Source: an optimization exercise on an open RTL-to-GDS flow (aim: small area, a short achievable clock period and few clock cycles per item). Production flows keep margins and buffers that such runs may drop.
No activity file was given, so power comes from the tool's default toggle rates.

==> flow/design.v (excerpt) <==
module varint_unit (
  input             clk,
  input             rst,
  input             cmd_valid,
  output            cmd_ready,
  input      [7:0]  cmd_op,
  input      [63:0] cmd_arg,
  output            snk_valid,
  output     [7:0]  snk_data,
  input             snk_ready,
  input      [1:0]  snk_resp,
  output            src_req,
  input             src_ready,
  input      [7:0]  src_data,
  input      [1:0]  src_resp,
  output            rsp_valid,
  output     [3:0]  rsp_status,
  output     [63:0] rsp_res,
  output     [79:0] rsp_buf
);
Size in the first run: ~620 cells after synthesis, ~110 flip-flops, ~250 I/O pins, roughly 5900 um^2 of cells after synthesis.
Settings: LEC_CHECK=0, CAP_MARGIN=20, CORE_MARGIN=2, CORE_UTILIZATION=45, SETUP_SLACK_MARGIN=2.5, SLEW_MARGIN=20; clock period 5.0 ns.
standard.sh (not shown) runs the stock make flow with config.mk's settings and CLKGATE_MAP_FILE= SYNTH_SCRIPT=/design/flow/synth_recipe.tcl, a recipe that flattens the netlist after the stock synthesis.
==> flow/flow/run.sh <==
#!/bin/bash
# Standard synthesis and layout; the only change is that the port buffers are
# the small, fast buf_1 (instead of the default pick, a clkdlybuf4s50_1 delay
# cell).
set -euo pipefail
bash standard.sh "BUFFER_PORTS_ARGS=-buffer_cell sky130_fd_sc_hd__buf_1" finish > standard_flow.log 2>&1
The first run finished clean.
Change:
==> flow/flow/run.sh (replaced) <==
#!/bin/bash
# Standard synthesis and layout, with two changes:
#  - the combinational logic of the standard synthesis netlist is re-mapped
#    by ABC with a delay-driven script (flip-flops untouched), see remap.sh;
#  - the port buffers are the small, fast buf_1 (instead of the default pick,
#    a clkdlybuf4s50_1 delay cell).
set -euo pipefail
BUF="BUFFER_PORTS_ARGS=-buffer_cell sky130_fd_sc_hd__buf_1"
R=orfs/results/$FLOW_PLATFORM/varint_unit/base
bash standard.sh "$BUF" synth > 1_standard_synth.log 2>&1
cp $R/1_2_yosys.v 1_2_yosys.standard.v
export DONT_USE_CELLS="$(awk '/^export DONT_USE_CELLS/{f=1} f{print} f&&!/\\$/{exit}' $FLOW_HOME/platforms/$FLOW_PLATFORM/config.mk | grep -oE 'sky130_fd_sc_hd__[A-Za-z0-9_]+' | tr '\n' ' ')"
bash flow/remap.sh $PWD/1_2_yosys.standard.v $PWD/1_2_yosys.remap.v $PWD/flow/abc_delay.script > 2_remap.log 2>&1
cp 1_2_yosys.remap.v $R/1_2_yosys.v
rm -f $R/1_synth.odb $R/1_synth.sdc
bash standard.sh "$BUF" finish > 3_standard_finish.log 2>&1
==> flow/flow/abc_delay.script (new file) <==
strash
dch -f
map -D 1000
topo
buffer -p
upsize -D 1000
dnsize -D 1000
==> flow/flow/remap.sh (new file) <==
#!/bin/bash
# Re-map the combinational logic of the standard synthesis netlist with a
# delay-driven ABC script. Flip-flops (and their instance names and cell
# types) are left exactly as the standard synthesis made them.
# usage: remap.sh IN.v OUT.v ABC_SCRIPT
set -euo pipefail
in=$1; out=$2; scr=$3
LIB=$FLOW_HOME/platforms/sky130hd/lib/sky130_fd_sc_hd__tt_025C_1v80.lib
seq=$(grep -oE 'sky130_fd_sc_hd__[a-z0-9_]+' "$in" | sort -u | grep -E '__(e?s?df|dl|sdf|edf|conb)' | tr '\n' ' ')
dontuse=""
for c in $DONT_USE_CELLS; do dontuse="$dontuse -dont_use $c"; done
printf 'set_driving_cell sky130_fd_sc_hd__buf_1\nset_load 5\n' > remap_abc.constr
cat > remap.ys <<EOT
read_liberty -ignore_miss_func $LIB
blackbox $seq
read_verilog $in
hierarchy -top $FLOW_TOP
flatten
opt_clean
techmap
opt -fast
abc -script $scr -liberty $LIB $dontuse -constr remap_abc.constr
opt_clean -purge
hilomap -singleton -hicell sky130_fd_sc_hd__conb_1 HI -locell sky130_fd_sc_hd__conb_1 LO
splitnets
rename -hide w:*.*
opt_clean -purge
stat -liberty $LIB
write_verilog -noattr -noexpr -nohex -nodec $out
EOT
yosys -s remap.ys
- core utilization grows by 0.72 points
- sequential power is about the same
- wire length grows by a few percent
- non-clock buffer count grows by 1
- cell count grows by roughly a tenth
- setup slack is worse by 0.052 ns
- first-iteration DRC count shrinks by a little under a tenth
No run of this note included a check of the RTL's function; only the layout flow was run.

## afterwards: timing with drivers on the ports
The flow's constraints put no driver on any port. The routed layouts listed below were extracted and timed again, unchanged, in two steps.
Step 1 assumes that a clkbuf_16 drives the clock port and a buf_2 every other input.
Step 2 also shifts input and output timing later by t, the mid clock arrival at the registers, as if the neighbouring blocks saw the same clock.
Slacks: ideal ports / drivers / drivers and shift; pairs: ideal ports / drivers.
run	t (ns)	slack for setup (ns)	worst hold slack (ns)	cell pins on the clock port's net
the first run	0.391	2.526 / 2.534 / 2.154	0.561 / 0.561 / 0.561	1
the second run	0.391	2.475 / 2.499 / 2.108	0.544 / 0.544 / 0.544	1
After both steps every run listed still meets setup and hold. For the first run, which loses most, drivers alone change the setup slack by +0.008 ns; drivers and shift together by -0.372 ns.
